From an optimization exercise on the open Yosys and OpenROAD flow, aimed at small area, a short achievable clock period and few clock cycles; shortcuts taken in it are not production practice.
Where RTL was checked, it was by simulation tests only, not by an equivalence proof against the original.
No functional check of the RTL was part of runs 2 to 5.
Power figures rest on the tool's default switching activity, not on a simulated workload.

**config.mk**
```make
export PLATFORM = sky130hd
export DESIGN_NAME = palidx4_engine
export DESIGN_NICKNAME = palidx4_engine
export VERILOG_FILES = /design/flow/design.v
export SDC_FILE = /design/flow/constraint.sdc
export NUM_CORES = 4
export LEC_CHECK = 0
export CAP_MARGIN = 20
export CORE_MARGIN = 2
export CORE_UTILIZATION = 40
export SLEW_MARGIN = 20
```
**constraint.sdc**
```tcl
create_clock -name core_clock -period 11.0 [get_ports {clk}]
set_input_delay 2.2000 -clock core_clock [delete_from_list [all_inputs] [get_ports {clk}]]
set_output_delay 2.2000 -clock core_clock [all_outputs]
set_load 0.01 [all_outputs]
```
**design.v**
```verilog
module palidx4_engine (
    input  wire        clk,
    input  wire        rst,
    input  wire        start,
    input  wire [1:0]  op,
    input  wire [15:0] len,
    input  wire        transp_en,
    input  wire [31:0] transp_color,
    input  wire [31:0] start_index,
    input  wire        pix_valid,
    input  wire [31:0] pix_data,
    output wire        pix_ready,
    output reg         out_valid,
    output reg  [7:0]  out_byte,
    output wire        busy,
    output reg         done,
    output reg  [3:0]  err,
    output wire [15:0] err_info,
    output wire [4:0]  pal_count
);
    localparam OP_BUILD  = 2'd0;
    localparam OP_MAP4   = 2'd1;
    localparam OP_PALSER = 2'd2;
    localparam OP_PACK16 = 2'd3;
    function [4:0] scale5;
        input [7:0] c;
        reg ge;
        begin
            case (c[2:0])
            3'd0:    ge = c[7:3] >= 5'd1;
            3'd1:    ge = c[7:3] >= 5'd5;
            3'd2:    ge = c[7:3] >= 5'd9;
            3'd3:    ge = c[7:3] >= 5'd14;
            3'd4:    ge = c[7:3] >= 5'd18;
            3'd5:    ge = c[7:3] >= 5'd23;
            3'd6:    ge = c[7:3] >= 5'd27;
            default: ge = 1'b0;
            endcase
            scale5 = c[7:3] - {4'd0, ge};
        end
    endfunction
    reg        busy_q;
    reg        m_build, m_map, m_pal, m_pack;    
    reg        pr_q;                             
    reg [31:0] pix_q;                            
    reg        pv_q;                             
    reg        tins_q;                           
    reg        hp_q;                             
    reg [15:0] rem;                              
    reg [15:0] idx;                              
    reg [15:0] eidx;                             
    reg        e1_seen;                          
    reg        si_seen;                          
    reg [3:0]  si_lo;
    reg        si_big;
    reg        have_lo;
    reg [3:0]  lo_nib;
    reg [4:0]  q;                                
    reg        ph;                               
    reg [7:0]  hi_reg;
    reg [4:0]  cnt;
    reg [31:0] pal [0:15];
    assign busy      = busy_q;
    assign pix_ready = pr_q;
    assign err_info  = eidx;
    assign pal_count = cnt;
    wire take_cmd = start & ~busy_q;
    wire [5:0] c2 = {1'b0, cnt} + {2'b0, si_lo};
    reg [15:0] vmask, simask;
    reg [15:0] match;
    reg [15:0] eq_in;
    reg [15:0] eq_q;
    reg        byp_q, sh_q;
    wire [15:0] eq_adj = sh_q ? {byp_q, eq_q[15:1]} : eq_q;
    integer k;
    always @(*) begin
        for (k = 0; k < 16; k = k + 1) begin
            vmask[k]  = ({1'b0, cnt} + k) >= 6'd16;
            simask[k] = si_big | ((c2 + k) >= 6'd32);
            eq_in[k]  = (pal[k] == pix_data);
            match[k]  = vmask[k] & eq_adj[k];
        end
    end
    wire hit   = |match;
    wire si_hi = |(match & simask);
    wire [3:0] pos = {|match[15:8], |{match[15:12], match[7:4]},
                      |{match[15:14], match[11:10], match[7:6], match[3:2]},
                      |{match[15], match[13], match[11], match[9], match[7], match[5], match[3], match[1]}};
    wire [3:0] s_nib = c2[3:0] + pos;
    wire rem0 = (rem == 16'd0);
    wire rem1 = (rem == 16'd1);
    wire b_new  = m_build & pv_q & ~hit & ~e1_seen;
    wire full   = cnt[4];
    wire ins    = (b_new & ~full) | tins_q;
    wire ovf    = b_new & full;
    wire nf     = m_map & pv_q & ~hit;
    wire sie    = m_map & pv_q & si_hi;
    wire e1_now = ovf | nf;
    wire e1_any = e1_seen | e1_now;
    wire si_any = si_seen | sie;
    wire [3:0] cntm1   = cnt[3:0] - 4'd1;
    wire pal_last      = q[4] & ph & (q[3:0] == cntm1);
    wire pal_rot       = m_pal & ~(cnt == 5'd0) & (~q[4] | ph);
    wire finish = busy_q & (
                  ((m_build | m_map) & (rem0 | (pv_q & rem1))) |
                  (m_pal & ((cnt == 5'd0) | pal_last)) |
                  (m_pack & rem0));
    wire [31:0] cw = m_pal ? pal[0] : pix_q;
    wire [4:0]  r5 = scale5(cw[31:24]);
    wire [4:0]  g5 = scale5(cw[23:16]);
    wire [4:0]  b5 = scale5(cw[15:8]);
    wire        a1 = m_pal ? 1'b0 : (cw[7:0] != 8'd0);
    integer i;
    wire shift = ins | pal_rot;
    always @(posedge clk) begin
        if (shift) begin
            for (i = 0; i < 15; i = i + 1)
                pal[i] <= pal[i + 1];
            pal[15] <= m_pal ? pal[0] : pix_q;
        end
    end
    always @(posedge clk) begin
        pix_q  <= busy_q ? pix_data : transp_color;
        eq_q   <= eq_in;
        byp_q  <= (pix_data == pix_q);
        sh_q   <= shift;
        hi_reg <= {a1, b5, g5[4:3]};
        if (!busy_q) begin
            rem    <= len;
            si_lo  <= start_index[3:0];
            si_big <= |start_index[31:4];
            q      <= cnt;
        end else begin
            rem <= rem - {15'd0, pv_q};
            if (pal_rot)
                q <= q + 5'd1;
        end
        idx     <= busy_q ? idx + {15'd0, pv_q} : 16'd0;
        if (busy_q & ((e1_now & ~e1_seen) | (sie & ~si_seen & ~e1_seen)))
            eidx <= idx;
        e1_seen <= busy_q & e1_any;
        si_seen <= busy_q & si_any;
        have_lo <= busy_q & (have_lo ^ (m_map & pv_q));
        if (pv_q & ~have_lo)
            lo_nib <= s_nib;
        ph      <= busy_q & m_pal & q[4] & ~ph;
        hp_q    <= busy_q & m_pack & pv_q;
        err     <= e1_any ? (m_build ? 4'd3 : 4'd4) : (si_any ? 4'd5 : 4'd0);
        if (m_map & pv_q & have_lo)
            out_byte <= {s_nib, lo_nib};
        else if (hp_q)
            out_byte <= hi_reg;
        else if (m_pal & ph)
            out_byte <= {1'b0, b5, g5[4:3]};
        else
            out_byte <= {g5[2:0], r5};
    end
    always @(posedge clk) begin
        if (rst) begin
            busy_q    <= 1'b0;
            m_build   <= 1'b0;
            m_map     <= 1'b0;
            m_pal     <= 1'b0;
            m_pack    <= 1'b0;
            pr_q      <= 1'b0;
            pv_q      <= 1'b0;
            tins_q    <= 1'b0;
            done      <= 1'b0;
            out_valid <= 1'b0;
            cnt       <= 5'd0;
        end else begin
            pv_q      <= pix_valid & pr_q;
            done      <= finish;
            out_valid <= busy_q & ((m_map & pv_q & have_lo) | hp_q |
                                   (m_pal & q[4] & (cnt != 5'd0)) | (m_pack & pv_q));
            tins_q    <= take_cmd & (op == OP_BUILD) & transp_en;
            if (take_cmd) begin
                busy_q  <= 1'b1;
                m_build <= (op == OP_BUILD);
                m_map   <= (op == OP_MAP4);
                m_pal   <= (op == OP_PALSER);
                m_pack  <= (op == OP_PACK16);
                pr_q    <= (op != OP_PALSER);
                if (op == OP_BUILD)
                    cnt <= 5'd0;
            end else begin
                if (finish) begin
                    busy_q  <= 1'b0;
                    m_build <= 1'b0;
                    m_map   <= 1'b0;
                    m_pal   <= 1'b0;
                    m_pack  <= 1'b0;
                end
                pr_q <= busy_q & ~finish & ~(m_pack & pix_valid & pr_q);
                if (finish & m_build & e1_any)
                    cnt <= 5'd0;
                else if (ins)
                    cnt <= cnt + 5'd1;
            end
        end
    end
endmodule
```
**flow/run.sh**
```bash
#!/bin/bash
# Standard ORFS layout (the standard.sh), with repair_timing aimed at a
# tighter setup target and plain buffers on the ports.
set -euo pipefail
bash standard.sh SETUP_SLACK_MARGIN=7.62 CORE_UTILIZATION=70 \
  "BUFFER_PORTS_ARGS=-buffer_cell sky130_fd_sc_hd__buf_2" \
  CTS_CLUSTER_SIZE=20 CTS_CLUSTER_DIAMETER=60 \
  finish > standard_flow.log 2>&1
```
**standard.sh**
```bash
#!/bin/bash
# synth_recipe.tcl (not shown) runs the flow's synth.tcl, then flattens the netlist and writes it again
# the make line also repeats each setting of config.mk as NAME=value (left out here)
make -C /OpenROAD-flow-scripts/flow DESIGN_CONFIG=/design/flow/config.mk WORK_HOME=/design/flow/orfs CLKGATE_MAP_FILE= SYNTH_SCRIPT=/design/flow/synth_recipe.tcl "${@:-finish}"
```
==> results of run 1 <==
## per-layer routing
metal | share of wire | track usage
met1 | 0.37 | 0.516
met4 | 0.044 | 0.161
met5 | 0 | 0
met2 | 0.46 | 0.585
met3 | 0.12 | 0.0925
## path summary, 6_finish.rpt
kind / from / end / slack (ns) / depth (start not counted)
max: cnt[3]$_SDFFE_PP0P_ / pal_count[3] / 7.59 / 2
min: idx[0]$_SDFF_PN0_ / eidx[0]$_DFFE_PP_ / 0.44 / 0
max reg2reg: si_lo[0]$_DFFE_PN_ / eidx[10]$_DFFE_PP_ / 7.67 / 11
min reg2reg: idx[0]$_SDFF_PN0_ / eidx[0]$_DFFE_PP_ / 0.44 / 0
## kinds of logic (layout without fill, tap and decap cells)
kind of cell,count (synthesis),in the layout
flip-flops,663,663
XOR/XNOR,593,593
buffers and inverters,139,329
AO/OA/AOI/OAI,151,151
AND/OR/NAND/NOR,446,450
multiplexers,92,92
other,1,1
adder cells (fa/ha/maj),24,24
## final cells by class
class / count / area [µm²] / area share
multi-input cells: 1311 / 10300 / 0.315
clock buffers: 65 / 1240 / 0.0378
well taps: 532 / 666 / 0.0202
flip-flops and latches: 663 / 18700 / 0.570
repair buffers: 209 / 1550 / 0.0471
clock inverters: 16 / 203 / 0.00617
inverters: 39 / 149 / 0.00453
## placed cells by master (no fill, tap or decap), types with 40 or more instances in the layout
cell type / instances
a21oi_1: 52
buf_2: 128
nand2_1: 47
clkbuf_16: 48
edfxtp_1: 542
nor4_1: 152
nor2_1: 96
xor2_1: 565
dfxtp_1: 113
buf_4: 40
mux2_2: 47
## metrics by stage
stage / utilization / area [µm²] / std cells / hold slack (ns)
after floorplan: - / 29400 / 2109 / 0.406
after global placement: 0.741 / 30400 / 2702 / 0.422
after detailed placement: 0.741 / 30400 / 2702 / 0.422
after CTS: 0.790 / 32400 / 2815 / 0.447
after global routing: 0.802 / 32900 / 2835 / 0.454
final: 0.802 / 32900 / 2835 / 0.443
## power by group
part	internal (µW)	switching, µW	total (µW)	leakage, µW
Clock	857	868	1730	0.000690
Sequential	2750	48.3	2800	0.00594
Combinational	166	275	441	0.00503
## what timing repair did
item | in CTS | in global routing
resized for setup | 40 | 59
setup buffers | 22 | 17
setup endpoints to repair | 549 | 550
cloned | 10 | 3
hold buffers | 0 | 0
pin swaps | 3 | 8
==> flow_metrics.tcl, run 1 <==
set metrics [dict create \
    status "complete, no violations" \
    synth-simple-area-share 0.0842 \
    path_delay_family "flip-flops" \
    syn_to_final_growth_pct 12.3 \
    synth_top_family_by_area "XOR/XNOR gates" \
    clock_sinks 663 \
    cts_tree "yes" \
    worstMarginPinSlew_ns 1.20 \
    synth-seq-area-share 0.639 \
    synth_warnings 2 \
    grt_pass1_wl_um 119000 \
    hold_path.class "flop to flop" \
    initial_core_util 0.714 \
    start_kind "flop" \
    ys_types 82 \
    fillers 2218 \
    htreeDepth 2 \
    synth_edf_count 542 \
    die_y_um 208 \
    syn-mean-instance-area_um2 13.9 \
    synth.largest_area_cell "edfxtp_1" \
    yosysMostFrequentCell "xor2_1" \
    setup_viol 0 \
    finalCritPeriodShare 0.310 \
    drtAntennaViolNets 0 \
    vdd_drop_max_v 0.000140 \
    cp_slowest_cell "dfxtp_4" \
    fmax_mhz 294 \
    cp.required_ns 8.80 \
    routed_wl_um 82900 \
    drc_errors 0 \
    first_pass_iters 6 \
    p_leak_uw 0.0117 \
    power_uw 4970 \
    grt_start_max_net_pins 85 \
    finish.net_count 2410 \
    crit_path_cell_trace "buf_12, buf_6" \
    synthXorXnorAreaFrac 0.177 \
    yosys.area_share.adder 0.0107 \
    setup_ws_ns 7.59 \
    viasPerCell 6.63 \
    critPathArrivalTime_ns 1.21 \
    synthMuxAreaShare 0.0336 \
    clockBufferDepth 3 \
    routed-via-count 18797 \
    crit_type "flop to output port" \
    synth_compound_area_frac 0.0345 \
    antenna_found_initial 0 \
    fin_crit_ns 3.41 \
    ys_seq_elements 663 \
    n_antenna_cell 0 \
    p_per_area_nw_per_um2 151 \
    dp_hpwl_um 53600 \
    syn_area_um2 29300 \
    core_area_um2 41000 \
    biggestRegsByFlops "pal: 512 flops, pix_q: 32 flops" \
    clock_skew_ns 0.0219 \
    max_stage_delay_ns 0.37 \
    routedWlPerCell_um 29.2 \
    largest_register "pal" \
    crit_fanout 3 \
    tns_ns 0 \
    preCtsSetupSlack_ns 6.45 \
    rsz0062_at_grt "yes" \
    syn_nets 2251 \
    netlist_top_cells_count "xor2_1, edfxtp_1, nor4_1" \
    dieArea_um2 43500 \
    cp.buffers_inverters 2 \
    die_w_um 208 \
    drive_gt1_frac 0.169 \
    postSynthCellCount 2109 \
    cap_violations 0 \
    place.gp.congestion 0.918 \
    clk_latency_ns 0.61 \
    yosysTopAreaCellShare 0.556 \
    grt_pass1_vias 18519 \
    cts_root_buffer "clkbuf_16" \
    synthArstFlopShare 0 \
    drv_slew 0 \
    portBuffers 154 \
    finalHoldViolCount 0 \
    cts_buffers 44 \
    largest_reg_flops 512 \
    end_kind "output port" \
    ioPinCount 156 \
    grt_usage 0.378 \
    clk_pin_slew_ns 0.08 \
    synthFlopType "edfxtp_1" \
    overflow 0 \
    synth_area_leaders "edfxtp_1, xor2_1, dfxtp_1, nor4_1, mux2_2" \
    row_count 74 \
    drt_iter0_drc 2475 \
    max_slew_margin 0.199 \
]
Testbench counts, summed over its fixed seeds: cycles 30,153.
==> run 2: changes to the inputs <==
--- a/design.v
+++ b/design.v
@@ -59,12 +59,14 @@
     reg        ph;                               
     reg [7:0]  hi_reg;
     reg [4:0]  cnt;
+    reg [4:0]  pc_q;                             
     reg [31:0] pal [0:15];
     assign busy      = busy_q;
     assign pix_ready = pr_q;
     assign err_info  = eidx;
-    assign pal_count = cnt;
+    assign pal_count = pc_q;
     wire take_cmd = start & ~busy_q;
+    wire act = m_build | m_map | m_pal | m_pack;
     wire [5:0] c2 = {1'b0, cnt} + {2'b0, si_lo};
     reg [15:0] vmask, simask;
     reg [15:0] match;
@@ -101,7 +103,7 @@
     wire [3:0] cntm1   = cnt[3:0] - 4'd1;
     wire pal_last      = q[4] & ph & (q[3:0] == cntm1);
     wire pal_rot       = m_pal & ~(cnt == 5'd0) & (~q[4] | ph);
-    wire finish = busy_q & (
+    wire finish = act & (
                   ((m_build | m_map) & (rem0 | (pv_q & rem1))) |
                   (m_pal & ((cnt == 5'd0) | pal_last)) |
                   (m_pack & rem0));
@@ -120,12 +122,12 @@
         end
     end
     always @(posedge clk) begin
-        pix_q  <= busy_q ? pix_data : transp_color;
+        pix_q  <= act ? pix_data : transp_color;
         eq_q   <= eq_in;
         byp_q  <= (pix_data == pix_q);
         sh_q   <= shift;
         hi_reg <= {a1, b5, g5[4:3]};
-        if (!busy_q) begin
+        if (!act) begin
             rem    <= len;
             si_lo  <= start_index[3:0];
             si_big <= |start_index[31:4];
@@ -135,16 +137,16 @@
             if (pal_rot)
                 q <= q + 5'd1;
         end
-        idx     <= busy_q ? idx + {15'd0, pv_q} : 16'd0;
-        if (busy_q & ((e1_now & ~e1_seen) | (sie & ~si_seen & ~e1_seen)))
+        idx     <= act ? idx + {15'd0, pv_q} : 16'd0;
+        if (act & ((e1_now & ~e1_seen) | (sie & ~si_seen & ~e1_seen)))
             eidx <= idx;
-        e1_seen <= busy_q & e1_any;
-        si_seen <= busy_q & si_any;
-        have_lo <= busy_q & (have_lo ^ (m_map & pv_q));
+        e1_seen <= act & e1_any;
+        si_seen <= act & si_any;
+        have_lo <= act & (have_lo ^ (m_map & pv_q));
         if (pv_q & ~have_lo)
             lo_nib <= s_nib;
-        ph      <= busy_q & m_pal & q[4] & ~ph;
-        hp_q    <= busy_q & m_pack & pv_q;
+        ph      <= act & m_pal & q[4] & ~ph;
+        hp_q    <= act & m_pack & pv_q;
         err     <= e1_any ? (m_build ? 4'd3 : 4'd4) : (si_any ? 4'd5 : 4'd0);
         if (m_map & pv_q & have_lo)
             out_byte <= {s_nib, lo_nib};
@@ -168,10 +170,13 @@
             done      <= 1'b0;
             out_valid <= 1'b0;
             cnt       <= 5'd0;
+            pc_q      <= 5'd0;
         end else begin
+            if (finish & m_build)
+                pc_q <= e1_any ? 5'd0 : cnt + {4'd0, ins};
             pv_q      <= pix_valid & pr_q;
             done      <= finish;
-            out_valid <= busy_q & ((m_map & pv_q & have_lo) | hp_q |
+            out_valid <= act & ((m_map & pv_q & have_lo) | hp_q |
                                    (m_pal & q[4] & (cnt != 5'd0)) | (m_pack & pv_q));
             tins_q    <= take_cmd & (op == OP_BUILD) & transp_en;
             if (take_cmd) begin
@@ -191,7 +196,7 @@
                     m_pal   <= 1'b0;
                     m_pack  <= 1'b0;
                 end
-                pr_q <= busy_q & ~finish & ~(m_pack & pix_valid & pr_q);
+                pr_q <= act & ~m_pal & ~finish & ~(m_pack & pix_valid & pr_q);
                 if (finish & m_build & e1_any)
                     cnt <= 5'd0;
                 else if (ins)
==> flow/run.sh (replaced) <==
#!/bin/bash
# Standard ORFS layout (the standard.sh), with repair_timing aimed at a
# tighter setup target and plain buffers on the ports.
set -euo pipefail
bash standard.sh SETUP_SLACK_MARGIN=7.7 CORE_UTILIZATION=55 \
  "BUFFER_PORTS_ARGS=-buffer_cell sky130_fd_sc_hd__buf_2" \
  CTS_CLUSTER_SIZE=20 CTS_CLUSTER_DIAMETER=60 \
  finish > standard_flow.log 2>&1
==> flow_metrics.tcl, run 2 <==
set metrics [dict create \
    status "complete, no violations" \
    cts_tree "yes" \
    cp.buffers_inverters 6 \
    cp.required_ns 11.39 \
    finish.net_count 2530 \
    routedWlPerCell_um 28.4 \
    hold_path.class "flop to flop" \
    largest_register "pal" \
    overflow 0 \
    portBuffers 154 \
    clock_sinks 668 \
    syn-mean-instance-area_um2 13.3 \
    r2r-end "pal[2][7]$_DFFE_PP_" \
    grt_pass1_wl_um 125000 \
    routed-via-count 18928 \
    synth_warnings 2 \
    hold_start "ph$_DFF_P_" \
    drc_errors 0 \
    tns_ns 0 \
    crit_path_cell_trace "inv_2, ha_4, buf_4, or4b_1, nand3_1, nand2_8, buf_12, buf_12, buf_12, buf_16" \
    routed_wl_um 88500 \
    regArea_um2 18800 \
    r2r_cells 10 \
    multi_input_area_um2 10500 \
    end_kind "flop" \
    fillers 3989 \
    first_pass_iters 5 \
    yosysTopAreaCellShare 0.553 \
    ys_types 73 \
    path_delay_family "simple AND/OR/NAND/NOR gates" \
    drtAntennaViolNets 0 \
    ioPinCount 156 \
    ctsHoldBuffers 0 \
    postSynthCellCount 2207 \
    clk_pin_slew_ns 0.08 \
    fin_crit_ns 3.34 \
    rsz0062_at_grt "yes" \
    dieArea_um2 55400 \
    clockBufferDepth 3 \
    max_slew_margin 0.0456 \
    dp.cells 2955 \
    clk_latency_ns 0.64 \
    grt_usage 0.313 \
    synth_edf_count 542 \
    place.gp.congestion 0.879 \
    netlist_top_cells_count "xor2_1, edfxtp_1, nand2_1" \
    instances_no_fill 3113 \
    drt_iter0_drc 1880 \
    synthArstFlopShare 0 \
    clock_skew_ns 0.0400 \
    cp_slowest_cell "nand3_1" \
    finalCritPeriodShare 0.304 \
    row_count 84 \
    initial_core_util 0.558 \
    viasPerCell 6.08 \
    syn_nets 2351 \
    finalHoldViolCount 0 \
    fmax_mhz 299 \
    regToRegStartpoint "cnt[0]$_SDFFE_PP0P_" \
    grt_pass1_vias 18372 \
    max_stage_delay_ns 1.08 \
    p_per_area_nw_per_um2 152 \
    yosysMostFrequentCell "xor2_1" \
    worstMarginPinSlew_ns 1.43 \
    core_area_um2 52800 \
    cts_root_buffer "clkbuf_16" \
    grt_start_max_net_pins 76 \
    critPathArrivalTime_ns 3.73 \
    p_leak_uw 0.0120 \
    die_y_um 235 \
    setup_viol 0 \
    drive_gt1_frac 0.171 \
    hold_depth 1 \
    final_common_cell "xor2_1" \
    cts_buffers 48 \
    ys_seq_elements 668 \
    largest_reg_flops 512 \
    vdd_drop_max_v 0.000118 \
    antenna_found_initial 3 \
    setup_ws_ns 7.66 \
    die_w_um 235 \
    syn_area_um2 29400 \
    cap_violations 0 \
    r2r_slack_ns 7.66 \
    htreeDepth 2 \
    cp_common_cell "buf_12" \
    crit_fanout 7 \
    synth.largest_area_cell "edfxtp_1" \
    dp_hpwl_um 57600 \
    start_kind "flop" \
    crit_type "flop to flop" \
    drv_slew 0 \
    synth-seq-area-share 0.639 \
    synthFlopType "edfxtp_1" \
    syn_to_final_growth_pct 15.2 \
    preCtsSetupSlack_ns 5.88 \
    synth_area_leaders "edfxtp_1, xor2_1, dfxtp_1, nor4_1, nand2_1" \
    mostFrequentLayoutCells "xor2_1, edfxtp_1, nand2_1, nor4_1, buf_2" \
    hold_end "ph$_DFF_P_" \
    biggestRegsByFlops "pal: 512 flops, pix_q: 32 flops" \
]
-- run 2: changes by cell type in the layout (fill, tap and decap cells not counted), sizes merged, moves of 6 or more --
cell and change:
nand3 +7, mux2 -26, clkbuf -8, nor2 -24, o21ai +23, inv +6, a21oi -11, clkinv +12
mux2i -8, buf +23, nand2 +118
-- run 2: timing repair --
item / 4_1_cts / 5_1_grt
gates cloned: 15 / 10
endpoints found under the setup margin: 581 / 568
setup buffers: 31 / 13
pin swaps: 9 / 17
gates resized for setup: 77 / 69
-- run 2: per-layer routing --
metal | track usage | vias to the layer above | share of wire
li1 | - | 8324 | -
met5 | 0 | - | 0.00031
met2 | 0.509 | 818 | 0.47
met3 | 0.0473 | 188 | 0.075
met1 | 0.428 | 9594 | 0.41
met4 | 0.121 | 4 | 0.038
-- run 2: per-stage QoR --
stage	utilization	hold slack, ns	power [µW]	area [µm²]
2_1_floorplan	-	0.405	3190	29600
3_3_place_gp	0.584	0.416	3350	30800
3_5_place_dp	0.584	0.426	3360	30800
4_1_cts	0.631	0.437	5150	33300
5_1_grt	0.642	0.454	5300	33900
6_report	0.642	0.437	5150	33900
-- run 2: cells by family after synthesis --
kind of cell,share of synthesized area
flops,0.639
other cells,0.000127
fa+ha+maj,0.0118
xor+xnor,0.177
mux,0.0207
buf+inv,0.0197
compound gates,0.0364
simple gates,0.0959
-- run 2: worst max-delay path by stage --
stage / start / end / slack, ns / cells after the start
2_1_floorplan: cnt[1]$_SDFFE_PP0P_ / pal[0][0]$_DFFE_PP_ / 6.21 / 10
4_1_cts: eidx[12]$_DFFE_PP_ / err_info[12] / 7.62 / 1
6_report: cnt[0]$_SDFFE_PP0P_ / pal[2][7]$_DFFE_PP_ / 7.66 / 10
5_1_grt: m_pal$_SDFFE_PP0P_ / out_byte[6]$_DFF_P_ / 7.56 / 17
3_5_place_dp: cnt[1]$_SDFFE_PP0P_ / pal[0][10]$_DFFE_PP_ / 5.88 / 9
3_3_place_gp: cnt[0]$_SDFFE_PP0P_ / pal[1][20]$_DFFE_PP_ / 6.06 / 9
-- run 2: area by class of cell --
| cell class | instances | area share |
|---|---|---|
| Sequential cell | 668 | 0.555 |
| Multi-Input combinational cell | 1394 | 0.310 |
| Timing Repair Buffer | 231 | 0.0591 |
| Clock buffer | 59 | 0.0373 |
| Tap cell | 688 | 0.0254 |
| Clock inverter | 29 | 0.00738 |
| Inverter | 43 | 0.00528 |
| Antenna cell | 1 | 0.0000738 |
-- run 2: report_power, final --
group          switching (µW)  internal, µW  total, µW
registers                57.4          2780       2840
clock network             945           851       1800
logic                     323           187        511
==> run 3: changes to the inputs <==
--- a/design.v
+++ b/design.v
@@ -49,6 +49,8 @@
     reg [15:0] rem;                              
     reg [15:0] idx;                              
     reg [15:0] eidx;                             
+    reg        fix_q;                            
+    reg [15:0] ei_q;                             
     reg        e1_seen;                          
     reg        si_seen;                          
     reg [3:0]  si_lo;
@@ -63,7 +65,7 @@
     reg [31:0] pal [0:15];
     assign busy      = busy_q;
     assign pix_ready = pr_q;
-    assign err_info  = eidx;
+    assign err_info  = ei_q;
     assign pal_count = pc_q;
     wire take_cmd = start & ~busy_q;
     wire act = m_build | m_map | m_pal | m_pack;
@@ -100,11 +102,12 @@
     wire e1_now = ovf | nf;
     wire e1_any = e1_seen | e1_now;
     wire si_any = si_seen | sie;
+    wire [15:0] eidx_nx = fix_q ? idx - 16'd1 : (act & ~e1_seen & ~si_seen) ? idx : eidx;
     wire [3:0] cntm1   = cnt[3:0] - 4'd1;
     wire pal_last      = q[4] & ph & (q[3:0] == cntm1);
     wire pal_rot       = m_pal & ~(cnt == 5'd0) & (~q[4] | ph);
     wire finish = act & (
-                  ((m_build | m_map) & (rem0 | (pv_q & rem1))) |
+                  ((m_build | m_map) & (rem0 | (pv_q & rem1 & ~(m_map & si_seen)))) |
                   (m_pal & ((cnt == 5'd0) | pal_last)) |
                   (m_pack & rem0));
     wire [31:0] cw = m_pal ? pal[0] : pix_q;
@@ -138,8 +141,9 @@
                 q <= q + 5'd1;
         end
         idx     <= act ? idx + {15'd0, pv_q} : 16'd0;
-        if (act & ((e1_now & ~e1_seen) | (sie & ~si_seen & ~e1_seen)))
-            eidx <= idx;
+        eidx    <= eidx_nx;
+        ei_q    <= finish ? eidx_nx : 16'd0;
+        fix_q   <= nf & si_seen & ~e1_seen;
         e1_seen <= act & e1_any;
         si_seen <= act & si_any;
         have_lo <= act & (have_lo ^ (m_map & pv_q));
==> flow_metrics.tcl, run 3 <==
set metrics [dict create \
    yosysMostFrequentCell "xor2_1" \
    power.internal_uw 3960 \
    critPathArrivalTime_ns 3.86 \
    worstMarginPinSlew_ns 0.949 \
    dp_hpwl_um 57400 \
    largest_register "pal" \
    finalCritPeriodShare 0.305 \
    synth_warnings 2 \
    synthFlopType "edfxtp_1" \
    cts_root_buffer "clkbuf_16" \
    die_y_um 238 \
    cp.required_ns 11.51 \
    syn_to_final_growth_pct 18.9 \
    drt_iter0_drc 2317 \
    biggestRegsByFlops "pal: 512 flops, pix_q: 32 flops" \
    routedWlPerCell_um 28.1 \
    drive_gt1_frac 0.185 \
    finalHoldViolCount 0 \
    setup_viol 0 \
    status "complete, no violations" \
    portBuffers 154 \
    clk_pin_slew_ns 0.08 \
    cp.buffers_inverters 1 \
    drc_errors 0 \
    synth_edf_count 526 \
    ys_seq_elements 685 \
    clkPwrFrac 0.348 \
    p_per_area_nw_per_um2 148 \
    max_stage_delay_ns 0.40 \
    clock_sinks 685 \
    synth_area_leaders "edfxtp_1, xor2_1, dfxtp_1, nor4_1, nand2_1" \
    overflow 0 \
    r2r_cells 10 \
    cts_tree "yes" \
    syn_area_um2 30200 \
    p_sw_uw 1340 \
    setup_ws_ns 7.65 \
    antenna_found_initial 0 \
    r2r_slack_ns 7.65 \
    syn_nets 2466 \
    viasPerCell 6.13 \
    path_delay_family "compound AO/OA/AOI/OAI gates" \
    seq_power_share 0.547 \
    cap_violations 0 \
    grt_pass1_vias 18773 \
    rsz0062_at_grt "yes" \
    whs_ns 0.435 \
    max_slew_margin 0.359 \
    place.gp.congestion 0.889 \
    path_depth 10 \
    placed_area_um2 31600 \
    initial_core_util 0.559 \
    hold_path.class "flop to flop" \
    p_leak_uw 0.0132 \
    htreeDepth 2 \
    clk_latency_ns 0.63 \
    switching_share 0.253 \
    row_count 85 \
    fillers 4003 \
    mostFrequentLayoutCells "xor2_1, edfxtp_1, nand2_1, nor4_1, dfxtp_1" \
    finish.net_count 2705 \
    core_area_um2 54000 \
    synth.largest_area_cell "edfxtp_1" \
    routed-via-count 20213 \
    hold_start "ph$_DFF_P_" \
    crit_path_end "err[0]$_DFF_P_" \
    drv_slew 0 \
    ioPinCount 156 \
    drtAntennaViolNets 0 \
    regToRegStartpoint "cnt[2]$_SDFFE_PP0P_" \
    cp_slowest_cell "a222oi_1" \
    grt_pass1_wl_um 126000 \
    tns_ns 0 \
    clockBufferDepth 3 \
    yosysTopAreaCellShare 0.523 \
    syn-mean-instance-area_um2 13.0 \
    synthArstFlopShare 0 \
    netlist_top_cells_count "xor2_1, edfxtp_1, nand2_1" \
    n_antenna_cell 0 \
    crit_type "flop to flop" \
    end_kind "flop" \
    routed_wl_um 92400 \
    vdd_drop_max_v 0.000149 \
    first_pass_iters 6 \
    final_common_cell "xor2_1" \
    synth-seq-area-share 0.629 \
    die_w_um 238 \
    start_kind "flop" \
    largest_reg_flops 512 \
    cts_buffers 48 \
    ys_types 78 \
    final_area_um2 35900 \
    dieArea_um2 56800 \
    crit_fanout 31 \
    grt_usage 0.310 \
    cp-startpoint "cnt[2]$_SDFFE_PP0P_" \
    fmax_mhz 299 \
    r2r-end "err[0]$_DFF_P_" \
    crit_path_cell_trace "buf_12, ha_1, or2_2, a311oi_2, nor2_1, a22o_1, a222oi_1, a41oi_2, or2_2, a21o_1" \
    preCtsSetupSlack_ns 5.89 \
    fin_crit_ns 3.35 \
    grt_start_max_net_pins 85 \
    ctsHoldBuffers 0 \
    postSynthCellCount 2321 \
    combPwrFrac 0.104 \
    clock_skew_ns 0.0288 \
    cp_common_cell "or2_2" \
]
run 3: how the worst min path moves through the flow:
stage	depth (start not counted)	endpoint	slack, ns
finish	1	ph$_DFF_P_	0.44
global route	1	ph$_DFF_P_	0.45
CTS	1	ph$_DFF_P_	0.44
detailed placement	1	ph$_DFF_P_	0.43
global placement	1	ph$_DFF_P_	0.41
floorplan	1	ph$_DFF_P_	0.40
run 3: power by group through the flow:
stage,Clock (µW),Sequential (µW),Combinational (µW)
after global routing,1970,2910,592
after global placement,0,2960,487
final,1850,2900,555
after detailed placement,0,2960,493
after CTS,1870,2900,521
after floorplan,0,2950,317
run 3: repair_timing:
| item | in CTS | in global routing |
|---|---|---|
| gates resized for setup | 87 | 73 |
| setup buffers | 45 | 5 |
| pin swaps | 14 | 3 |
| cloned | 19 | 52 |
| setup endpoints to repair | 553 | 525 |
run 3: metrics by stage:
step	utilization	total power (µW)	std cells
after global routing	0.665	5470	3295
after detailed placement	0.585	3450	3085
after floorplan	-	3270	2321
after global placement	0.585	3440	3085
final	0.665	5310	3295
after CTS	0.638	5290	3238
run 3: layout make-up:
type	instances	area, µm²	area share
flip-flops and latches	685	19000	0.530
multi-input cells	1486	11000	0.306
repair buffers	297	3320	0.0926
clock buffers	61	1290	0.0360
well taps	696	871	0.0243
clock inverters	28	273	0.00760
inverters	42	163	0.00453
run 3: cell families (layout without fill, tap and decap cells):
| family | after synthesis | count (layout) | synth area share |
|---|---|---|---|
| AO/OA/AOI/OAI | 210 | 210 | 0.0461 |
| buffers and inverters | 153 | 428 | 0.0204 |
| adder cells (fa/ha/maj) | 26 | 26 | 0.0113 |
| AND/OR/NAND/NOR | 594 | 597 | 0.101 |
| XOR/XNOR | 593 | 593 | 0.172 |
| multiplexers | 59 | 59 | 0.0205 |
| other | 1 | 1 | 0.000124 |
| flip-flops | 685 | 685 | 0.629 |
run 3: worst register-to-register path: stages, from the launching register on:
cell and delay, ns:
dfxtp_1 0.36, buf_12 0.20, ha_1 0.36, or2_2 0.38, a311oi_2 0.34, nor2_1 0.17
a22o_1 0.24, a222oi_1 0.40, a41oi_2 0.26, or2_2 0.36, a21o_1 0.19
run 3: layer usage:
metal / track usage / part of all wire / up-vias
li1: - / - / 8869
met1: 0.466 / 0.43 / 10109
met2: 0.475 / 0.45 / 1100
met3: 0.0552 / 0.10 / 135
met4: 0.0657 / 0.025 / 0
met5: 0 / 0 / -
==> run 4: changes to the inputs <==
==> flow/run.sh (replaced) <==
#!/bin/bash
# Standard ORFS layout (the standard.sh), with repair_timing aimed at a
# tighter setup target and plain buffers on the ports.
set -euo pipefail
bash standard.sh SETUP_SLACK_MARGIN=7.7 CORE_UTILIZATION=55 \
  "BUFFER_PORTS_ARGS=-buffer_cell sky130_fd_sc_hd__buf_4" \
  CTS_CLUSTER_SIZE=20 CTS_CLUSTER_DIAMETER=60 \
  finish > standard_flow.log 2>&1
==> flow_metrics.tcl, run 4 <==
set metrics [dict create \
    synthFlopType "edfxtp_1" \
    fillers 3922 \
    finalHoldViolCount 0 \
    mostFrequentLayoutCells "xor2_1, edfxtp_1, buf_4, nand2_1, nor4_1" \
    routedWlPerCell_um 28.3 \
    vdd_drop_max_v 0.000157 \
    dp_hpwl_um 57800 \
    dieArea_um2 56800 \
    largest_reg_flops 512 \
    yosysMostFrequentCell "xor2_1" \
    max_slew_margin 0.500 \
    p_leak_uw 0.0131 \
    synth-seq-area-share 0.629 \
    grt_pass1_wl_um 130000 \
    path_delay_family "simple AND/OR/NAND/NOR gates" \
    viasPerCell 6.19 \
    cts_buffers 48 \
    rsz0062_at_grt "yes" \
    syn_area_um2 30200 \
    end_kind "flop" \
    regArea_um2 19000 \
    cap_violations 0 \
    grt_start_max_net_pins 64 \
    place.gp.congestion 0.875 \
    critPathArrivalTime_ns 3.82 \
    routed-via-count 20250 \
    clock_skew_ns 0.0307 \
    status "complete, no violations" \
    crit_type "flop to flop" \
    cts_root_buffer "clkbuf_16" \
    biggestRegsByFlops "pal: 512 flops, pix_q: 32 flops" \
    synth_area_leaders "edfxtp_1, xor2_1, dfxtp_1, nor4_1, nand2_1" \
    dp.cells 3068 \
    fin_crit_ns 3.46 \
    synth_edf_count 526 \
    initial_core_util 0.559 \
    cp.buffers_inverters 8 \
    syn_nets 2466 \
    die_y_um 238 \
    final_common_cell "xor2_1" \
    cp_common_cell "buf_12" \
    antenna_found_initial 2 \
    cp_slowest_cell "or4_4" \
    whs_ns 0.443 \
    grt_pass1_vias 19336 \
    drv_slew 0 \
    ys_seq_elements 685 \
    syn-mean-instance-area_um2 13.0 \
    postSynthCellCount 2321 \
    start_kind "flop" \
    drc_errors 0 \
    row_count 85 \
    finish.net_count 2684 \
    die_w_um 238 \
    max_stage_delay_ns 0.57 \
    ys_types 78 \
    p_per_area_nw_per_um2 147 \
    first_pass_iters 7 \
    largest_register "pal" \
    crit_path_cell_trace "inv_4, ha_4, nor3_4, buf_6, a221oi_4, or4_4, or4b_4, o21bai_4, nand2b_4, buf_16, buf_12, buf_12, buf_12, buf_12, buf_16" \
    fmax_mhz 289 \
    syn_to_final_growth_pct 19.7 \
    synth.largest_area_cell "edfxtp_1" \
    clock_sinks 685 \
    core_area_um2 54000 \
    grt_usage 0.319 \
    htreeDepth 2 \
    routed_wl_um 92600 \
    overflow 0 \
    synth_warnings 2 \
    clk_latency_ns 0.63 \
    drive_gt1_frac 0.187 \
    multi_input_area_um2 11100 \
    portBuffers 154 \
    crit_fanout 6 \
    cp.required_ns 11.35 \
    clockBufferDepth 3 \
    cts_tree "yes" \
    clk_pin_slew_ns 0.08 \
    worstMarginPinSlew_ns 0.739 \
    finalCritPeriodShare 0.315 \
    synthArstFlopShare 0 \
    yosysTopAreaCellShare 0.523 \
    drt_iter0_drc 2555 \
    drtAntennaViolNets 0 \
    hold_path.class "flop to flop" \
    ioPinCount 156 \
    netlist_top_cells_count "xor2_1, edfxtp_1, nand2_1" \
    setup_viol 0 \
    instances_no_fill 3269 \
    tns_ns 0 \
]
## run 4: cell counts after synthesis
No cell type changed its count.
## run 4: path summary, 6_finish.rpt
check                           depth (start not counted)  slack, ns                start              endpoint
worst min-delay path                                    1       0.44           ph$_DFF_P_            ph$_DFF_P_
worst max-delay path                                   15       7.54  cnt[1]$_SDFFE_PP0P_  pal[10][9]$_DFFE_PP_
worst min register to register                          1       0.44           ph$_DFF_P_            ph$_DFF_P_
worst max register to register                         15       7.54  cnt[1]$_SDFFE_PP0P_  pal[10][9]$_DFFE_PP_
## run 4: routing by layer
layer  track usage  up-vias  part of all wire
met3        0.0552      159             0.098
met5             0        -           0.00015
met4        0.0934        2             0.034
met1         0.476    10219              0.43
li1              -     8811                 -
met2         0.480     1059              0.44
## run 4: final cells by class
type | instances | area share
Antenna cell | 2 | 0.000139
Clock buffer | 57 | 0.0356
Clock inverter | 25 | 0.00717
Inverter | 42 | 0.00454
Multi-Input combinational cell | 1485 | 0.307
Sequential cell | 685 | 0.527
Tap cell | 696 | 0.0241
Timing Repair Buffer | 277 | 0.0952
## run 4: power breakdown
part           switching [µW]  internal, µW  total, µW  leakage, µW
logic                     347           222        568      0.00630
clock network             939           907       1850     0.000752
registers                55.7          2850       2900      0.00608
total                    1340          3970       5320       0.0131
## run 4: what timing repair did
action	4_1_cts	5_1_grt
setup buffers	58	9
pin swaps	17	19
cloned	32	18
setup endpoints to repair	568	512
hold buffers	0	0
gates resized for setup	120	87
## run 4: logic make-up after synthesis
group | share of synthesized area
AO/OA/AOI/OAI | 0.0461
XOR/XNOR | 0.172
adder cells (fa/ha/maj) | 0.0113
buffers and inverters | 0.0204
flip-flops | 0.629
multiplexers | 0.0205
other | 0.000124
AND/OR/NAND/NOR | 0.101
## run 4: through the flow
| step | cell area (µm²) | util | total power (µW) | worst slack (ns) |
|---|---|---|---|---|
| 6_report | 36100 | 0.669 | 5320 | 7.54 |
| 5_1_grt | 36100 | 0.669 | 5480 | 7.50 |
| 4_1_cts | 35300 | 0.653 | 5320 | 7.55 |
| 3_5_place_dp | 31900 | 0.590 | 3470 | 5.26 |
| 3_3_place_gp | 31900 | 0.590 | 3460 | 5.30 |
| 2_1_floorplan | 30300 | - | 3270 | 4.62 |
==> run 5: changes to the inputs <==
--- a/design.v
+++ b/design.v
@@ -69,7 +69,8 @@
     assign pal_count = pc_q;
     wire take_cmd = start & ~busy_q;
     wire act = m_build | m_map | m_pal | m_pack;
-    wire [5:0] c2 = {1'b0, cnt} + {2'b0, si_lo};
+    reg  [5:0] c2;                               
+    reg [15:0] vm_q;                             
     reg [15:0] vmask, simask;
     reg [15:0] match;
     reg [15:0] eq_in;
@@ -79,7 +80,7 @@
     integer k;
     always @(*) begin
         for (k = 0; k < 16; k = k + 1) begin
-            vmask[k]  = ({1'b0, cnt} + k) >= 6'd16;
+            vmask[k]  = vm_q[k];
             simask[k] = si_big | ((c2 + k) >= 6'd32);
             eq_in[k]  = (pal[k] == pix_data);
             match[k]  = vmask[k] & eq_adj[k];
@@ -126,6 +127,7 @@
     end
     always @(posedge clk) begin
         pix_q  <= act ? pix_data : transp_color;
+        c2     <= {1'b0, cnt} + {2'b0, si_lo};
         eq_q   <= eq_in;
         byp_q  <= (pix_data == pix_q);
         sh_q   <= shift;
@@ -174,6 +176,7 @@
             done      <= 1'b0;
             out_valid <= 1'b0;
             cnt       <= 5'd0;
+            vm_q      <= 16'd0;
             pc_q      <= 5'd0;
         end else begin
             if (finish & m_build)
@@ -190,8 +193,10 @@
                 m_pal   <= (op == OP_PALSER);
                 m_pack  <= (op == OP_PACK16);
                 pr_q    <= (op != OP_PALSER);
-                if (op == OP_BUILD)
-                    cnt <= 5'd0;
+                if (op == OP_BUILD) begin
+                    cnt  <= 5'd0;
+                    vm_q <= 16'd0;
+                end
             end else begin
                 if (finish) begin
                     busy_q  <= 1'b0;
@@ -201,10 +206,13 @@
                     m_pack  <= 1'b0;
                 end
                 pr_q <= act & ~m_pal & ~finish & ~(m_pack & pix_valid & pr_q);
-                if (finish & m_build & e1_any)
-                    cnt <= 5'd0;
-                else if (ins)
-                    cnt <= cnt + 5'd1;
+                if (finish & m_build & e1_any) begin
+                    cnt  <= 5'd0;
+                    vm_q <= 16'd0;
+                end else if (ins) begin
+                    cnt  <= cnt + 5'd1;
+                    vm_q <= {1'b1, vm_q[15:1]};
+                end
             end
         end
     end
==> flow/run.sh (replaced) <==
#!/bin/bash
# Standard ORFS layout (the standard.sh), with repair_timing aimed at a
# tighter setup target and plain buffers on the ports.
set -euo pipefail
bash standard.sh SETUP_SLACK_MARGIN=7.7 CORE_UTILIZATION=55 \
  "BUFFER_PORTS_ARGS=-buffer_cell sky130_fd_sc_hd__buf_2" \
  CTS_CLUSTER_SIZE=20 CTS_CLUSTER_DIAMETER=60 \
  finish > standard_flow.log 2>&1
==> flow_metrics.tcl, run 5 <==
set metrics [dict create \
    critPathArrivalTime_ns 3.80 \
    first_pass_iters 5 \
    synth.largest_area_cell "edfxtp_1" \
    biggestRegsByFlops "pal: 512 flops, pix_q: 32 flops" \
    syn_to_final_growth_pct 12.4 \
    clock_sinks 707 \
    dp_hpwl_um 57500 \
    largest_register "pal" \
    die_y_um 239 \
    start_kind "input pin" \
    setup_viol 0 \
    drive_gt1_frac 0.146 \
    vdd_drop_max_v 0.000155 \
    final_common_cell "xor2_1" \
    cts_root_buffer "clkbuf_16" \
    cts_buffers 48 \
    grt_usage 0.302 \
    placed_area_um2 31800 \
    p_per_area_nw_per_um2 159 \
    ioPinCount 156 \
    max_slew_margin 0.448 \
    regArea_um2 19400 \
    wl_met2_um 37600 \
    syn-mean-instance-area_um2 13.2 \
    n_antenna_cell 0 \
    worstMarginPinSlew_ns 0.826 \
    netlist_top_cells_count "xor2_1, edfxtp_1, dfxtp_1" \
    cp.required_ns 11.46 \
    core_area_um2 54900 \
    viasPerCell 5.95 \
    final_area_um2 34200 \
    drc_errors 0 \
    met1_length_um 38300 \
    dieArea_um2 57200 \
    die_w_um 239 \
    syn_nets 2455 \
    ys_types 72 \
    finalCritPeriodShare 0.304 \
    clk_latency_ns 0.62 \
    routed_wl_um 86900 \
    grt_start_max_net_pins 87 \
    ctsHoldBuffers 0 \
    place.gp.congestion 0.903 \
    synth_edf_count 526 \
    synth-seq-area-share 0.638 \
    p_leak_uw 0.0124 \
    routedWlPerCell_um 27.3 \
    crit_fanout 18 \
    grt_pass1_vias 18092 \
    fin_crit_ns 3.34 \
    htreeDepth 2 \
    finish.net_count 2588 \
    drt_iter0_drc 1885 \
    clock_skew_ns 0.0300 \
    dp.cells 3071 \
    end_kind "flop" \
    fillers 4319 \
    portBuffers 154 \
    row_count 86 \
    routed-via-count 18925 \
    cap_violations 0 \
    crit_type "input pin to flop" \
    cts_tree "yes" \
    mostFrequentLayoutCells "xor2_1, edfxtp_1, dfxtp_1, nand2_1, nor4_1" \
    overflow 0 \
    clk_pin_slew_ns 0.07 \
    drtAntennaViolNets 0 \
    yosysTopAreaCellShare 0.519 \
    finalHoldViolCount 0 \
    syn_area_um2 30400 \
    grt_pass1_wl_um 123000 \
    ys_seq_elements 707 \
    initial_core_util 0.554 \
    synth_area_leaders "edfxtp_1, xor2_1, dfxtp_1, nor4_1, nand2_1" \
    clockBufferDepth 3 \
    power_uw 5420 \
    fmax_mhz 299 \
    synth_warnings 2 \
    multi_input_area_um2 10600 \
    met3_length_um 7990 \
    synthFlopType "edfxtp_1" \
    hold_path.class "flop to flop" \
    drv_slew 0 \
    instances_no_fill 3183 \
    synthArstFlopShare 0 \
    postSynthCellCount 2309 \
    yosysMostFrequentCell "xor2_1" \
    rsz0062_at_grt "yes" \
    antenna_found_initial 2 \
    tns_ns 0 \
    largest_reg_flops 512 \
    dr.max_layer_used "met4" \
    status "complete, no violations" \
]
## run 5: logic make-up after synthesis
kind of cell,count (synthesis),share of synthesized area
xor+xnor,599,0.172
mux,59,0.0209
fa+ha+maj,29,0.0123
buf+inv,161,0.0208
compound gates,187,0.0406
other cells,1,0.000123
flops,707,0.638
simple gates,566,0.0946
## run 5: critical path, stage by stage
cell	delay [ns]
buf_2	0.08
buf_6	0.35
xor2_1	0.12
nor4_1	0.44
nand4_1	0.17
nor2_1	0.42
## run 5: power breakdown
group | internal [µW] | switching (µW)
registers | 2930 | 60.8
clock network | 959 | 958
logic | 188 | 330
total | 4070 | 1350
## run 5: through the flow
step,hold WS (ns),util,setup slack [ns]
finish,0.457,0.623,7.66
global route,0.477,0.623,7.60
CTS,0.462,0.617,7.68
detailed placement,0.444,0.580,6.03
global placement,0.433,0.580,6.17
floorplan,0.421,-,6.78
## run 5: repair_timing
item | 4_1_cts | 5_1_grt
setup buffers | 0 | 16
resized for setup | 71 | 37
hold endpoints to repair | 0 | 0
pin swaps | 1 | 8
gates cloned | 7 | 2
setup endpoints to repair | 493 | 402
## run 5: worst paths after layout
check | to | start | cells after the start | slack (ns)
setup / recovery | eq_q[4]$_DFF_P_ | pix_data[6] | 6 | 7.66
hold / removal | out_byte[1]$_DFF_P_ | lo_nib[1]$_DFFE_PP_ | 2 | 0.46
setup reg to reg | out_byte[1]$_DFF_P_ | m_pal$_SDFFE_PP0P_ | 14 | 7.77
hold reg to reg | out_byte[1]$_DFF_P_ | lo_nib[1]$_DFFE_PP_ | 2 | 0.46
## run 5: final cells by class
type / count / area share
Clock buffer: 61 / 0.0393
Sequential cell: 707 / 0.568
Tap cell: 704 / 0.0258
Timing Repair Buffer: 196 / 0.0416
Clock inverter: 26 / 0.00849
Inverter: 45 / 0.00505
Multi-Input combinational cell: 1444 / 0.311
## run 5: layer usage
metal / up-vias / track usage
met5: - / 0
met4: 0 / 0.109
met3: 152 / 0.0765
met2: 833 / 0.440
met1: 9409 / 0.440
li1: 8531 / -
==> run 6: changes to the inputs <==
--- a/design.v
+++ b/design.v
@@ -49,8 +49,6 @@
     reg [15:0] rem;                              
     reg [15:0] idx;                              
     reg [15:0] eidx;                             
-    reg        fix_q;                            
-    reg [15:0] ei_q;                             
     reg        e1_seen;                          
     reg        si_seen;                          
     reg [3:0]  si_lo;
@@ -61,29 +59,28 @@
     reg        ph;                               
     reg [7:0]  hi_reg;
     reg [4:0]  cnt;
-    reg [4:0]  pc_q;                             
     reg [31:0] pal [0:15];
     assign busy      = busy_q;
     assign pix_ready = pr_q;
-    assign err_info  = ei_q;
-    assign pal_count = pc_q;
+    assign err_info  = eidx;
+    assign pal_count = cnt;
     wire take_cmd = start & ~busy_q;
-    wire act = m_build | m_map | m_pal | m_pack;
     reg  [5:0] c2;                               
     reg [15:0] vm_q;                             
-    reg [15:0] vmask, simask;
+    reg [15:0] simask;
     reg [15:0] match;
-    reg [15:0] eq_in;
-    reg [15:0] eq_q;
-    reg        byp_q, sh_q;
-    wire [15:0] eq_adj = sh_q ? {byp_q, eq_q[15:1]} : eq_q;
+    reg [15:0] eql_in, eqh_in;
+    reg [15:0] eql_q, eqh_q;
+    reg        bypl_q, byph_q, sh_q;
+    wire [15:0] eq_q   = eql_q & eqh_q;
+    wire [15:0] eq_adj = sh_q ? {bypl_q & byph_q, eq_q[15:1]} : eq_q;
     integer k;
     always @(*) begin
         for (k = 0; k < 16; k = k + 1) begin
-            vmask[k]  = vm_q[k];
             simask[k] = si_big | ((c2 + k) >= 6'd32);
-            eq_in[k]  = (pal[k] == pix_data);
-            match[k]  = vmask[k] & eq_adj[k];
+            eql_in[k] = (pal[k][15:0] == pix_data[15:0]);
+            eqh_in[k] = (pal[k][31:16] == pix_data[31:16]);
+            match[k]  = vm_q[k] & eq_adj[k];
         end
     end
     wire hit   = |match;
@@ -103,12 +100,11 @@
     wire e1_now = ovf | nf;
     wire e1_any = e1_seen | e1_now;
     wire si_any = si_seen | sie;
-    wire [15:0] eidx_nx = fix_q ? idx - 16'd1 : (act & ~e1_seen & ~si_seen) ? idx : eidx;
     wire [3:0] cntm1   = cnt[3:0] - 4'd1;
     wire pal_last      = q[4] & ph & (q[3:0] == cntm1);
     wire pal_rot       = m_pal & ~(cnt == 5'd0) & (~q[4] | ph);
-    wire finish = act & (
-                  ((m_build | m_map) & (rem0 | (pv_q & rem1 & ~(m_map & si_seen)))) |
+    wire finish = busy_q & (
+                  ((m_build | m_map) & (rem0 | (pv_q & rem1))) |
                   (m_pal & ((cnt == 5'd0) | pal_last)) |
                   (m_pack & rem0));
     wire [31:0] cw = m_pal ? pal[0] : pix_q;
@@ -126,13 +122,15 @@
         end
     end
     always @(posedge clk) begin
-        pix_q  <= act ? pix_data : transp_color;
+        pix_q  <= busy_q ? pix_data : transp_color;
+        eql_q  <= eql_in;
+        eqh_q  <= eqh_in;
+        bypl_q <= (pix_data[15:0] == pix_q[15:0]);
+        byph_q <= (pix_data[31:16] == pix_q[31:16]);
         c2     <= {1'b0, cnt} + {2'b0, si_lo};
-        eq_q   <= eq_in;
-        byp_q  <= (pix_data == pix_q);
         sh_q   <= shift;
         hi_reg <= {a1, b5, g5[4:3]};
-        if (!act) begin
+        if (!busy_q) begin
             rem    <= len;
             si_lo  <= start_index[3:0];
             si_big <= |start_index[31:4];
@@ -142,17 +140,16 @@
             if (pal_rot)
                 q <= q + 5'd1;
         end
-        idx     <= act ? idx + {15'd0, pv_q} : 16'd0;
-        eidx    <= eidx_nx;
-        ei_q    <= finish ? eidx_nx : 16'd0;
-        fix_q   <= nf & si_seen & ~e1_seen;
-        e1_seen <= act & e1_any;
-        si_seen <= act & si_any;
-        have_lo <= act & (have_lo ^ (m_map & pv_q));
+        idx     <= busy_q ? idx + {15'd0, pv_q} : 16'd0;
+        if (busy_q & ((e1_now & ~e1_seen) | (sie & ~si_seen & ~e1_seen)))
+            eidx <= idx;
+        e1_seen <= busy_q & e1_any;
+        si_seen <= busy_q & si_any;
+        have_lo <= busy_q & (have_lo ^ (m_map & pv_q));
         if (pv_q & ~have_lo)
             lo_nib <= s_nib;
-        ph      <= act & m_pal & q[4] & ~ph;
-        hp_q    <= act & m_pack & pv_q;
+        ph      <= busy_q & m_pal & q[4] & ~ph;
+        hp_q    <= busy_q & m_pack & pv_q;
         err     <= e1_any ? (m_build ? 4'd3 : 4'd4) : (si_any ? 4'd5 : 4'd0);
         if (m_map & pv_q & have_lo)
             out_byte <= {s_nib, lo_nib};
@@ -177,13 +174,10 @@
             out_valid <= 1'b0;
             cnt       <= 5'd0;
             vm_q      <= 16'd0;
-            pc_q      <= 5'd0;
         end else begin
-            if (finish & m_build)
-                pc_q <= e1_any ? 5'd0 : cnt + {4'd0, ins};
             pv_q      <= pix_valid & pr_q;
             done      <= finish;
-            out_valid <= act & ((m_map & pv_q & have_lo) | hp_q |
+            out_valid <= busy_q & ((m_map & pv_q & have_lo) | hp_q |
                                    (m_pal & q[4] & (cnt != 5'd0)) | (m_pack & pv_q));
             tins_q    <= take_cmd & (op == OP_BUILD) & transp_en;
             if (take_cmd) begin
@@ -205,7 +199,7 @@
                     m_pal   <= 1'b0;
                     m_pack  <= 1'b0;
                 end
-                pr_q <= act & ~m_pal & ~finish & ~(m_pack & pix_valid & pr_q);
+                pr_q <= busy_q & ~m_pal & ~finish & ~(m_pack & pix_valid & pr_q);
                 if (finish & m_build & e1_any) begin
                     cnt  <= 5'd0;
                     vm_q <= 16'd0;
==> flow/run.sh (replaced) <==
#!/bin/bash
# Standard ORFS layout (the standard.sh), with repair_timing aimed at a
# tighter setup target and plain buffers on the ports.
set -euo pipefail
bash standard.sh SETUP_SLACK_MARGIN=7.7 CORE_UTILIZATION=55 \
  "BUFFER_PORTS_ARGS=-buffer_cell sky130_fd_sc_hd__buf_4" \
  CTS_CLUSTER_SIZE=20 CTS_CLUSTER_DIAMETER=60 \
  finish > standard_flow.log 2>&1
==> flow_metrics.tcl, run 6 <==
set metrics [dict create \
    syn_nets 2235 \
    status "complete, no violations" \
    ioPinCount 156 \
    synthArstFlopShare 0 \
    place.gp.congestion 0.901 \
    portBuffers 154 \
    dp_hpwl_um 47000 \
    cts_root_buffer "clkbuf_16" \
    grt_start_max_net_pins 87 \
    synth_warnings 2 \
    preCtsSetupSlack_ns 5.66 \
    setup_viol 0 \
    clock_sinks 702 \
    finish.net_count 2383 \
    end_kind "output port" \
    ctsHoldBuffers 0 \
    tns_ns 0 \
    yosysTopAreaCellShare 0.549 \
    finalHoldViolCount 0 \
    p_per_area_nw_per_um2 158 \
    syn-mean-instance-area_um2 14.2 \
    largest_register "pal" \
    initial_core_util 0.554 \
    drv_slew 0 \
    synthXorXnorAreaFrac 0.176 \
    largest_reg_flops 512 \
    synth_area_leaders "edfxtp_1, xnor2_1, dfxtp_1, nand4_1, mux2_2" \
    biggestRegsByFlops "pal: 512 flops, pix_q: 32 flops" \
    clock_skew_ns 0.0265 \
    grt_usage 0.262 \
    final_common_cell "xnor2_1" \
    die_y_um 236 \
    drtAntennaViolNets 0 \
    yosys.area_share.adder 0.0113 \
    synth_top_family_by_area "XOR/XNOR gates" \
    max_slew_margin 0.375 \
    clockBufferDepth 3 \
    postSynthCellCount 2092 \
    row_count 85 \
    fmax_mhz 300 \
    clk_pin_slew_ns 0.08 \
    cp_slowest_cell "edfxtp_1" \
    drt_iter0_drc 1551 \
    overflow 0 \
    rsz0062_at_grt "yes" \
    cap_violations 0 \
    fin_crit_ns 3.34 \
    crit_path_cell_trace "buf_6" \
    worstMarginPinSlew_ns 0.929 \
    synth_edf_count 542 \
    routedWlPerCell_um 24.6 \
    grt_pass1_wl_um 109000 \
    synth-seq-area-share 0.657 \
    cts_buffers 50 \
    synthMuxAreaShare 0.0269 \
    syn_to_final_growth_pct 13.8 \
    ys_types 63 \
    cp.buffers_inverters 1 \
    setup_ws_ns 7.66 \
    finalCritPeriodShare 0.303 \
    path_delay_family "flip-flops" \
    mostFrequentLayoutCells "xnor2_1, edfxtp_1, nand4_1, buf_4, dfxtp_1" \
    syn_area_um2 29600 \
    netlist_top_cells_count "xnor2_1, edfxtp_1, dfxtp_1" \
    max_stage_delay_ns 0.39 \
    synthFlopType "edfxtp_1" \
    instances_no_fill 2978 \
    vdd_drop_max_v 0.000167 \
    drive_gt1_frac 0.163 \
    synth_compound_area_frac 0.0307 \
    viasPerCell 5.80 \
    crit_type "flop to output port" \
    hold_path.class "flop to flop" \
    drc_errors 0 \
    clk_latency_ns 0.62 \
    critPathArrivalTime_ns 1.14 \
    cts_tree "yes" \
    yosysMostFrequentCell "xnor2_1" \
    antenna_found_initial 2 \
    first_pass_iters 8 \
    ys_seq_elements 702 \
    dp.cells 2862 \
    core_area_um2 53500 \
    dieArea_um2 55800 \
    htreeDepth 2 \
    routed-via-count 17272 \
    routed_wl_um 73200 \
    die_w_um 236 \
    synth.largest_area_cell "edfxtp_1" \
    start_kind "flop" \
    p_leak_uw 0.0109 \
    synth-simple-area-share 0.0796 \
    cp.required_ns 8.80 \
    grt_pass1_vias 17210 \
    crit_fanout 1 \
]
-- run 6: cell count changes after synthesis, sizes merged, moves of 18 or more --
cell | before | now
clkbuf | 91 | 70
dfxtp | 181 | 160
mux2 | 31 | 52
nand2 | 169 | 67
nand4 | 45 | 156
nor4 | 150 | 49
o21ai | 51 | 33
xnor2 | 36 | 575
xor2 | 563 | 19
-- run 6: layer usage --
layer | GRT usage | routed length (µm)
met5 | 0 | 0
met4 | 0.0631 | 1690
met2 | 0.411 | 33200
met1 | 0.390 | 34400
met3 | 0.0367 | 3930
-- run 6: area by class of cell --
class | instances | area (µm²)
fill | 4064 | 19800
sequential | 702 | 19500
multi-input combinational | 1261 | 9760
timing repair buffer | 189 | 1740
clock buffer | 64 | 1370
tap | 696 | 871
clock inverter | 29 | 332
inverter | 36 | 135
antenna | 1 | 2.50
-- run 6: logic make-up after synthesis --
kind of cell    Yosys count
buf+inv                 132
fa+ha+maj                26
other cells               1
xor+xnor                594
flops                   702
mux                      73
compound gates          137
simple gates            427
-- run 6: path summary, 6_finish.rpt --
kind / startpoint / end / slack (ns) / cells past startpoint
max: eidx[4]$_DFFE_PP_ / err_info[4] / 7.66 / 1
min: ph$_DFF_P_ / ph$_DFF_P_ / 0.44 / 1
max reg2reg: cnt[1]$_SDFFE_PP0P_ / cnt[0]$_SDFFE_PP0P_ / 7.86 / 8
min reg2reg: ph$_DFF_P_ / ph$_DFF_P_ / 0.44 / 1
-- run 6: report_power, final --
part           internal [µW]  switching (µW)
clock network            973             963
logic                    200             239
registers               2900            50.3
total                   4070            1250
-- run 6: through the flow --
step	util	power (µW)	cell area (µm²)	hold WS (ns)
2_1_floorplan	-	3280	29700	0.406
3_3_place_gp	0.587	3410	31400	0.423
3_5_place_dp	0.587	3420	31400	0.427
4_1_cts	0.625	5350	33500	0.439
5_1_grt	0.630	5510	33700	0.460
6_report	0.630	5320	33700	0.440
-- run 6: worst reg2reg max path: cells and delay by family (launching register included) --
family | cells | cell delay, ns
fa+ha+maj | 1 | 0.17
flops | 1 | 0.36
mux | 1 | 0.30
simple gates | 2 | 1.04
compound gates | 2 | 0.85
buf+inv | 2 | 0.31
-- run 6: timing repair --
item | in CTS | in global routing
buffers inserted | 11 | 5
pin swaps | 1 | 1
endpoints found under the setup margin | 564 | 381
cloned | 2 | 4
gates resized for setup | 62 | 28
Testbench counts of run 6, summed over its fixed seeds: cycles 30,153.
==> run 7: changes to the inputs <==
==> flow/run.sh (replaced) <==
#!/bin/bash
# Standard ORFS layout (the standard.sh), with repair_timing aimed at a
# tighter setup target and plain buffers on the ports.
set -euo pipefail
bash standard.sh SETUP_SLACK_MARGIN=7.7 CORE_UTILIZATION=55 \
  "BUFFER_PORTS_ARGS=-buffer_cell sky130_fd_sc_hd__buf_2" \
  CTS_CLUSTER_SIZE=20 CTS_CLUSTER_DIAMETER=60 \
  finish > standard_flow.log 2>&1
==> flow_metrics.tcl, run 7 <==
set metrics [dict create \
    status "complete, no violations" \
    final_common_cell "xnor2_1" \
    fmax_mhz 301 \
    synthArstFlopShare 0 \
    drc_errors 0 \
    synth_area_leaders "edfxtp_1, xnor2_1, dfxtp_1, nand4_1, mux2_2" \
    p_per_area_nw_per_um2 157 \
    crit_path_cell_trace "buf_2" \
    clk_pin_slew_ns 0.08 \
    drtAntennaViolNets 0 \
    netlist_top_cells_count "xnor2_1, edfxtp_1, dfxtp_1" \
    crit_type "flop to output port" \
    p_sw_uw 1240 \
    finalHoldViolCount 0 \
    hold_path.class "flop to flop" \
    clkPwrFrac 0.357 \
    syn_area_um2 29600 \
    power.internal_uw 4000 \
    grt_usage 0.260 \
    grt_start_max_net_pins 99 \
    portBuffers 154 \
    dp_hpwl_um 45900 \
    path_delay_family "flip-flops" \
    whs_ns 0.439 \
    grt_pass1_vias 17095 \
    row_count 85 \
    clockBufferDepth 3 \
    cts_buffers 49 \
    p_leak_uw 0.0107 \
    mostFrequentLayoutCells "xnor2_1, edfxtp_1, nand4_1, dfxtp_1, buf_2" \
    drive_gt1_frac 0.162 \
    drt_iter0_drc 1446 \
    cap_violations 0 \
    final_core_util 0.622 \
    routed-via-count 17467 \
    start_kind "flop" \
    die_w_um 236 \
    htreeDepth 2 \
    max_stage_delay_ns 0.37 \
    yosysMostFrequentCell "xnor2_1" \
    synth-seq-area-share 0.657 \
    cts_root_buffer "clkbuf_16" \
    clk_latency_ns 0.61 \
    ys_types 63 \
    ys_seq_elements 702 \
    largest_register "pal" \
    finish.net_count 2379 \
    antenna_found_initial 6 \
    syn_nets 2235 \
    routedWlPerCell_um 24.7 \
    postSynthCellCount 2092 \
    clock_skew_ns 0.0215 \
    cts_tree "yes" \
    grt_pass1_wl_um 107000 \
    preCtsSetupSlack_ns 6.00 \
    combPwrFrac 0.081 \
    drv_slew 0 \
    first_pass_iters 7 \
    finalCritPeriodShare 0.302 \
    die_y_um 236 \
    clock_sinks 702 \
    fin_crit_ns 3.32 \
    setup_viol 0 \
    routed_wl_um 73500 \
    critPathArrivalTime_ns 1.12 \
    max_slew_margin 0.480 \
    worstMarginPinSlew_ns 0.780 \
    initial_core_util 0.554 \
    seq_power_share 0.562 \
    cp.required_ns 8.80 \
    syn-mean-instance-area_um2 14.2 \
    switching_share 0.236 \
    rsz0062_at_grt "yes" \
    vdd_drop_max_v 0.000152 \
    synth_edf_count 542 \
    end_kind "output port" \
    syn_to_final_growth_pct 12.3 \
    core_area_um2 53500 \
    overflow 0 \
    dieArea_um2 55800 \
    setup_ws_ns 7.68 \
    ioPinCount 156 \
    tns_ns 0 \
    biggestRegsByFlops "pal: 512 flops, pix_q: 32 flops" \
    place.gp.congestion 0.908 \
    crit_fanout 1 \
    yosysTopAreaCellShare 0.549 \
    cp.buffers_inverters 1 \
    synthFlopType "edfxtp_1" \
    synth_warnings 2 \
    synth.largest_area_cell "edfxtp_1" \
    cp_slowest_cell "edfxtp_1" \
    largest_reg_flops 512 \
    viasPerCell 5.88 \
]
[run 7: power groups by stage]
stage	clock network [µW]	registers (µW)	logic, µW
5_1_grt	2000	2950	462
2_1_floorplan	0	3000	287
6_report	1870	2950	425
3_5_place_dp	0	3010	390
3_3_place_gp	0	3010	383
4_1_cts	1910	2940	416
[run 7: metrics by stage]
step                power [µW]  instance area [µm²]  cells
detailed placement        3400                31000   2857
finish                    5240                33300   2973
floorplan                 3280                29700   2092
global placement          3400                31000   2857
CTS                       5270                33000   2965
global route              5420                33300   2972
[run 7: kinds of logic (layout without fill, tap and decap cells)]
group                      count (synthesis)  count (layout)  share of synthesized area
AOI/OAI and AO/OA                        137             137                     0.0307
xor gates and xnor gates                 594             594                      0.176
adders and majority gates                 26              26                     0.0113
buffers and inverters                    132             312                     0.0186
DFF                                      702             702                      0.657
muxes                                     73              73                     0.0269
other                                      1               3                   0.000127
and+or+nand+nor                          427             430                     0.0796
[run 7: timing repair]
item                                    4_1_cts  5_1_grt
hold buffers                                  0        0
pin swaps                                     1        2
buffers inserted                             10        3
cloned                                        8        3
endpoints found under the setup margin      525      281
gates resized for setup                      44       38
[run 7: worst paths after layout]
| path | from | end | slack [ns] | depth (start not counted) |
|---|---|---|---|---|
| min | ph$_DFF_P_ | ph$_DFF_P_ | 0.44 | 1 |
| max | eidx[4]$_DFFE_PP_ | err_info[4] | 7.68 | 1 |
| min reg2reg | ph$_DFF_P_ | ph$_DFF_P_ | 0.44 | 1 |
| max reg2reg | cnt[1]$_SDFFE_PP0P_ | cnt[0]$_SDFFE_PP0P_ | 7.77 | 8 |
[run 7: per-layer routing]
layer	track usage	vias to the layer above	share of wire
met5	0	-	0.00016
met4	0.0763	2	0.026
met3	0.0492	113	0.070
met2	0.399	648	0.45
met1	0.381	8791	0.45
li1	-	7913	-
[run 7: final cells by class]
class / count / area (µm²)
antenna: 2 / 5.00
clock buffer: 61 / 1320
clock inverter: 29 / 270
fill: 4070 / 20200
inverter: 36 / 135
multi-input combinational: 1261 / 9800
sequential: 702 / 19500
tap: 696 / 871
timing repair buffer: 186 / 1370
[run 7: worst register-to-register path: stages, from the launching register on]
cell and delay [ns]:
dfxtp_4 0.36, buf_4 0.15, inv_1 0.15, ha_1 0.16
or4b_2 0.63, o211ai_1 0.58, a41oi_1 0.35, and2_2 0.44
mux2_2 0.31

## port drivers added, routing unchanged
The results above use ideal ports. As a check the final layouts listed here were re-extracted and re-timed, cells and wires unchanged. Step 1 assumes that a clkbuf_16 drives the clock port and a buf_2 every other input. Step 2 also shifts input and output timing later by t, the mid clock arrival at the registers, as if the neighbouring blocks saw the same clock. Slacks: no drivers / after step 1 / after step 2; pairs: no drivers / after step 1.
| run | t (ns) | setup WS [ns] | worst slew at a driven data input, ns |
|---|---|---|---|
| run 1 | 0.651 | 7.594 / 7.538 / 6.989 | 0.08 |
| run 2 | 0.680 | 7.656 / 7.603 / 7.030 | 0.05 |
| run 3 | 0.681 | 7.650 / 7.650 / 7.065 | 0.06 |
| run 4 | 0.681 | 7.537 / 7.537 / 6.953 | 0.07 |
| run 5 | 0.667 | 7.656 / 7.671 / 7.026 | 0.06 |
| run 6 | 0.667 | 7.662 / 7.600 / 7.050 | 0.10 |
| run 7 | 0.659 | 7.677 / 7.620 / 7.064 | 0.11 |
After both steps every run listed still meets setup and hold. For run 5, which loses most, drivers alone change the setup slack by +0.015 ns; drivers and shift together by -0.630 ns.
